Source: an optimization exercise on an open RTL-to-GDS flow (aim: small area, a short achievable clock period and few clock cycles per item). Production flows keep margins and buffers that such runs may drop. In this exercise RTL edits were held to simulation tests only and were not proved equivalent to the original. No activity file was given, so power comes from the tool's default toggle rates.

==> flow/run.sh <==
#!/bin/bash
# synth_recipe.tcl (not shown) runs the flow's synth.tcl, then flattens the netlist and writes it again
# the make line also repeats each setting of config.mk as NAME=value (left out here)
make -C /OpenROAD-flow-scripts/flow DESIGN_CONFIG=/design/flow/config.mk WORK_HOME=/design/flow/orfs CLKGATE_MAP_FILE= SYNTH_SCRIPT=/design/flow/synth_recipe.tcl finish
==> flow/constraint.sdc <==
create_clock -name core_clock -period 5.5 [get_ports {clk}]
set_input_delay 1.1000 -clock core_clock [delete_from_list [all_inputs] [get_ports {clk}]]
set_output_delay 1.1000 -clock core_clock [all_outputs]
set_load 0.01 [all_outputs]
==> flow/design.v <==
module emrka_top (
    input  wire        clk,
    input  wire        rst_n,
    input  wire        sel,
    input  wire        wr,
    input  wire [4:0]  addr,
    input  wire [1:0]  size,
    input  wire [31:0] wdata,
    output reg  [31:0] rdata,
    output reg         err
);
    localparam [2:0] R_KEY_LO  = 3'd0,
                     R_KEY_HI  = 3'd1,
                     R_DIN_LO  = 3'd2,
                     R_DIN_HI  = 3'd3,
                     R_DOUT_LO = 3'd4,
                     R_DOUT_HI = 3'd5,
                     R_CTRL    = 3'd6,
                     R_STATUS  = 3'd7;
    reg [63:0] key_q;
    reg [63:0] din_q;
    reg [63:0] dout_q;
    reg        busy_q;
    reg        done_q;
    reg        err_cmd_q;
    reg        err_busy_q;
    reg [31:0] h_q;
    reg [31:0] l_q;
    reg [4:0]  i_q;
    reg        mode_q;
    wire       admit  = (size == 2'b10) && (addr[1:0] == 2'b00);
    wire [2:0] reg_ix = addr[4:2];
    wire       do_rd  = sel && admit && !wr;
    wire       do_wr  = sel && admit &&  wr;
    wire wr_droppable = (reg_ix == R_KEY_LO) || (reg_ix == R_KEY_HI) ||
                        (reg_ix == R_DIN_LO) || (reg_ix == R_DIN_HI) ||
                        (reg_ix == R_CTRL);
    wire busy_drop = do_wr && busy_q && wr_droppable;
    wire wr_ok     = do_wr && !busy_q;    
    wire cmd_nop   = (wdata == 32'h0000_0000);
    wire cmd_perm  = (wdata == 32'h0000_0001);
    wire cmd_enc   = (wdata == 32'h0000_0002);
    wire cmd_write = wr_ok && (reg_ix == R_CTRL);
    wire start     = cmd_write && (cmd_perm || cmd_enc);
    wire cmd_bad   = cmd_write && !(cmd_nop || cmd_perm || cmd_enc);
    wire st_write  = do_wr && (reg_ix == R_STATUS);
    always @(*) begin
        rdata = 32'h0000_0000;
        err   = 1'b0;
        if (sel) begin
            if (!admit) begin
                err = 1'b1;
            end else if (!wr) begin
                case (reg_ix)
                    R_DIN_LO:  rdata = din_q[31:0];
                    R_DIN_HI:  rdata = din_q[63:32];
                    R_DOUT_LO: rdata = dout_q[31:0];
                    R_DOUT_HI: rdata = dout_q[63:32];
                    R_STATUS:  rdata = {28'd0, err_busy_q, err_cmd_q, done_q, busy_q};
                    default:   rdata = 32'h0000_0000;
                endcase
            end
        end
    end
    function [4:0] round_const;
        input [2:0] j;
        begin
            case (j)
                3'd0: round_const = 5'd1;
                3'd1: round_const = 5'd29;
                3'd2: round_const = 5'd4;
                3'd3: round_const = 5'd8;
                3'd4: round_const = 5'd17;
                3'd5: round_const = 5'd12;
                3'd6: round_const = 5'd3;
                default: round_const = 5'd14;
            endcase
        end
    endfunction
    wire [4:0]  rot     = round_const(i_q[2:0]);
    wire [63:0] l_dbl   = {l_q, l_q};
    wire [63:0] l_shift = l_dbl << rot;
    wire [31:0] l_rot   = l_shift[63:32];           
    wire [31:0] h_next  = h_q + l_q;
    wire [31:0] l_next  = (l_rot ^ h_next) + {27'd0, i_q};
    wire [63:0] k_eff_start = cmd_enc ? key_q : 64'd0;
    wire [63:0] t_start     = din_q ^ k_eff_start;
    wire [63:0] k_eff_done  = mode_q ? key_q : 64'd0;
    always @(posedge clk) begin
        if (!rst_n) begin
            key_q      <= 64'd0;
            din_q      <= 64'd0;
            dout_q     <= 64'd0;
            busy_q     <= 1'b0;
            done_q     <= 1'b0;
            err_cmd_q  <= 1'b0;
            err_busy_q <= 1'b0;
            h_q        <= 32'd0;
            l_q        <= 32'd0;
            i_q        <= 5'd0;
            mode_q     <= 1'b0;
        end else begin
            if (wr_ok) begin
                case (reg_ix)
                    R_KEY_LO: key_q[31:0]  <= wdata;
                    R_KEY_HI: key_q[63:32] <= wdata;
                    R_DIN_LO: din_q[31:0]  <= wdata;
                    R_DIN_HI: din_q[63:32] <= wdata;
                    default: ;
                endcase
            end
            if (busy_drop)
                err_busy_q <= 1'b1;
            if (cmd_bad)
                err_cmd_q <= 1'b1;
            if (st_write) begin
                if (wdata[1]) done_q     <= 1'b0;
                if (wdata[2]) err_cmd_q  <= 1'b0;
                if (wdata[3]) err_busy_q <= 1'b0;
            end
            if (start) begin
                h_q    <= t_start[63:32];
                l_q    <= t_start[31:0];
                i_q    <= 5'd0;
                mode_q <= cmd_enc;
                busy_q <= 1'b1;
                done_q <= 1'b0;
            end
            if (busy_q) begin
                h_q <= h_next;
                l_q <= l_next;
                i_q <= i_q + 5'd1;
                if (i_q == 5'd31) begin
                    dout_q <= {h_next, l_next} ^ k_eff_done;
                    busy_q <= 1'b0;
                    done_q <= 1'b1;
                end
            end
        end
    end
endmodule
==> flow/config.mk <==
export PLATFORM = sky130hd
export DESIGN_NAME = emrka_top
export DESIGN_NICKNAME = emrka_top
export VERILOG_FILES = /design/flow/design.v
export SDC_FILE = /design/flow/constraint.sdc
export NUM_CORES = 4
export LEC_CHECK = 0
export CAP_MARGIN = 20
export CORE_MARGIN = 2
export CORE_UTILIZATION = 40
export PLACE_DENSITY = 0.6
export SLEW_MARGIN = 20
==> run summary <==
==> cell usage after synthesis (34+ instances only) <==
master / number
nand2_1: 588
a21boi_0: 157
a211oi_1: 34
a21oi_1: 129
nand3_1: 88
ha_1: 42
mux2i_1: 72
a22oi_1: 87
nor2_1: 84
o21ai_0: 109
xnor2_1: 89
clkbuf_1: 129
dfxtp_1: 266
xor2_1: 108
o211a_1: 35
nor2b_1: 36
==> worst max-delay path by stage <==
| stage | startpoint | cells past startpoint | slack (ns) | endpoint |
|---|---|---|---|---|
| detailed placement | i_q[1] | 26 | 0.14 | dout_q[24] |
| global placement | i_q[1] | 27 | 0.22 | l_q[28] |
| floorplan | i_q[0] | 28 | 0.02 | dout_q[26] |
| CTS | i_q[1] | 21 | 0.12 | dout_q[27] |
| finish | i_q[0] | 26 | 0.25 | dout_q[24] |
| global route | i_q[0] | 22 | -0.06 | dout_q[27] |
==> per-layer routing <==
layer	share of wire	vias to the layer above	global-route usage
li1	-	9058	-
met1	0.45	9550	0.460
met2	0.43	937	0.485
met3	0.088	121	0.0498
met4	0.027	0	0.0796
met5	0	-	0
==> state kept, by name, indices dropped and copies added (netlist names) <==
signal and count:
din_q 64, dout_q 64, key_q 64, h_q 32
l_q 32, i_q 5, busy_q 1, done_q 1
err_busy_q 1, err_cmd_q 1, mode_q 1
==> tightest hold or removal path, delay by kind of cell (launching register included) <==
family / cells / cell delay [ns]
AO/OA/AOI/OAI: 1 / 0.05
flip-flops: 1 / 0.33
AND/OR/NAND/NOR: 1 / 0.06
==> kinds of logic (layout without fill, tap and decap cells) <==
| family | count (synthesis) | after routing | synth area share |
|---|---|---|---|
| simple gates | 969 | 969 | 0.227 |
| compound gates | 711 | 712 | 0.257 |
| flops | 266 | 266 | 0.275 |
| xor+xnor | 217 | 217 | 0.113 |
| buf+inv | 207 | 317 | 0.0478 |
| mux | 87 | 87 | 0.0513 |
| fa+ha+maj | 44 | 44 | 0.0292 |
==> timing repair <==
| item | in CTS | in global routing |
|---|---|---|
| hold buffers | 0 | 0 |
| gates resized for setup | 0 | 15 |
| setup buffers | 0 | 9 |
| endpoints found under the setup margin | 0 | 42 |
==> area by class of cell <==
class	instances	area (um2)	area share
Clock buffer	42	887	0.0392
Clock inverter	14	249	0.0110
Inverter	24	90.1	0.00398
Multi-Input combinational cell	2029	13200	0.584
Sequential cell	266	5330	0.236
Tap cell	615	769	0.0340
Timing Repair Buffer	237	2080	0.0917
==> through the flow <==
stage	instance area, um2	total power (uW)	cells
6_report	22600	4370	3227
5_1_grt	22600	4470	3227
4_1_cts	22500	4390	3217
3_5_place_dp	21300	2110	3161
3_3_place_gp	21300	2110	3161
2_1_floorplan	19400	2030	2501
==> power breakdown <==
group | internal (uW) | leakage (uW) | switching [uW]
Sequential | 1930 | 0.00214 | 1.10
Combinational | 54.4 | 0.00555 | 83.4
Clock | 1450 | 0.000560 | 857
Total | 3430 | 0.00825 | 942
==> key figures <==
Setup path
  • CP max stage delay: 0.40 ns
  • Crit-path most repeated cell: buf_4
  • Crit path DAT: 5.73 ns
  • Reg2Reg Depth: 26
  • R2r setup slk: 0.25 ns
  • CP Max Fanout: 13
  • Worst R2R Start: i_q[0]
  • CP top delay family: compound AO/OA/AOI/OAI gates
  • Slowest-stage cell, CP: dfxtp_1
  • Crit start category: flip-flop
  • Req. time, crit path: 5.99 ns
  • Worst R2R End: dout_q[24]
  • Critical path type: reg2reg
  • Crit. End Element: flip-flop
  • WP buf/inv: 8

Floorplanning
  • Row count: 80
  • I/O pin total: 76
  • Die Height: 224 um
  • DIE AREA: 50200 um2
  • Starting Density: 0.406
  • Chip width: 224 um
  • Core ar.: 47700 um2

Logic synthesis
  • Seq/Total Area, Yosys: 0.275
  • Synthesized cell area: 19400 um2
  • Yosys reg bits: 266
  • Top FF cell, synth: dfxtp_1
  • Cells after Synth: 2501
  • Net Count, Synth: 2588
  • Yosys top cell area share: 0.275
  • Synth cell types: 100
  • Synth warn: 1
  • Share of synthesized registers carrying an async set or reset: 0
  • Synth area leader: dfxtp_1
  • Top post-synthesis cells by area: dfxtp_1, nand2_1, a21boi_0, xor2_1, xnor2_1
  • Number of flops mapped to enable cells by yosys: 0
  • Mean Syn Cell Area: 7.75 um2

Min path
  • Worst hold path startpoint: dout_q[26]
  • Hold Path Class: reg2reg
  • Worst hold path depth: 2
  • Hold path endpoint: dout_q[26]

Clock tree
  • CTS H-tree depth: 1
  • Clock-pin transition on the worst setup and hold timing paths: 0.06 ns
  • Max Root-Sink Buffers: 3
  • # clock sinks: 266
  • Num CTS Buffers: 30
  • Clock Latency Late Sink: 0.58 ns
  • CTS tree: yes
  • CTS Root Cell: clkbuf_16

Timing
  • Minimum clock period: 5.25 ns
  • Setup repair after global routing missed its margin: true
  • Hold WS: 0.474 ns
  • Slack of the critical path: 0.254 ns
  • Final setup fails: 0
  • Peak Freq: 0.191 GHz
  • Slew HR: 0.246
  • Final period util: 0.954
  • Worst-case clock skew: 0.0139 ns
  • Worst Max-Slew Pin Slew: 1.12 ns
  • Final hold violations: 0
  • Total negative slack: 0 ns
  • Max-slew violation count: 0

Finish
  • Most frequent cells in the layout: nand2_1, dfxtp_1, a21boi_0
  • Post-layout util: 0.474
  • Commonest non-fill, non-tap cell in the layout: nand2_1
  • Antenna cells: 0
  • Nets: 2675
  • Layout area overhead: 16.7%
  • Layout cells sized above 1: 0.110
  • Fillers: 4692

Global route
  • Largest net degree at the start of global routing: 138
  • Vias in the first global route: 18600
  • First-pass GRT wire length: 121 mm
  • Total grt overflow: 0
  • Initial antenna violation count: 0
  • GRT Util Overall: 0.316

Placement
  • Final Wtd Congestion: 0.960
  • Port Buffers: 75
  • Detailed Place HPWL: 59.6 mm
  • Dpl ws: 0.141 ns

Pwr
  • Lkg Pwr: 0.00825 uW
  • Pwr dens: 193 nW/um2
  • VDD IR-drop max: 233 uV

Detailed routing
  • DR WL/cell: 25.1 um
  • Routed wire length: 81.1 mm
  • DR vias: 19700
  • Initial drt markers: 2160
  • Residual DRC count: 0
  • DR pass1 iterations: 5
  • DRT antenna net count: 0
  • Vias per cell: 6.09

Flow run
  • Max Cap Viol: 0

Status
  • Outcome: no timing/DRC/antenna violations
Testbench counts, summed over its fixed seeds: cycles 14,834, items 384.

[what the ideal ports hide]
The results above use ideal ports. As a check the final layout listed here was re-extracted and re-timed, cells and wires unchanged. Step 1, drivers: a clkbuf_16 drives clk and a buf_2 each remaining input, both assumed. Step 2 moves the port delays by t, midway between the first and last clock arrival at a register: inputs arrive t later, outputs are due t later. That takes back most of the time a late clock gives input paths. Three values: ideal, step 1, step 2; two values: the first two.
t, ns: 0.624
setup slack, ns: 0.254 / 0.254 / 0.254
slew at the worst register clock pin (ns): 0.07 / 0.07
After both steps setup and hold are still met in this run. For this run, drivers alone change the setup slack by 0.000 ns; drivers and shift together by 0.000 ns.
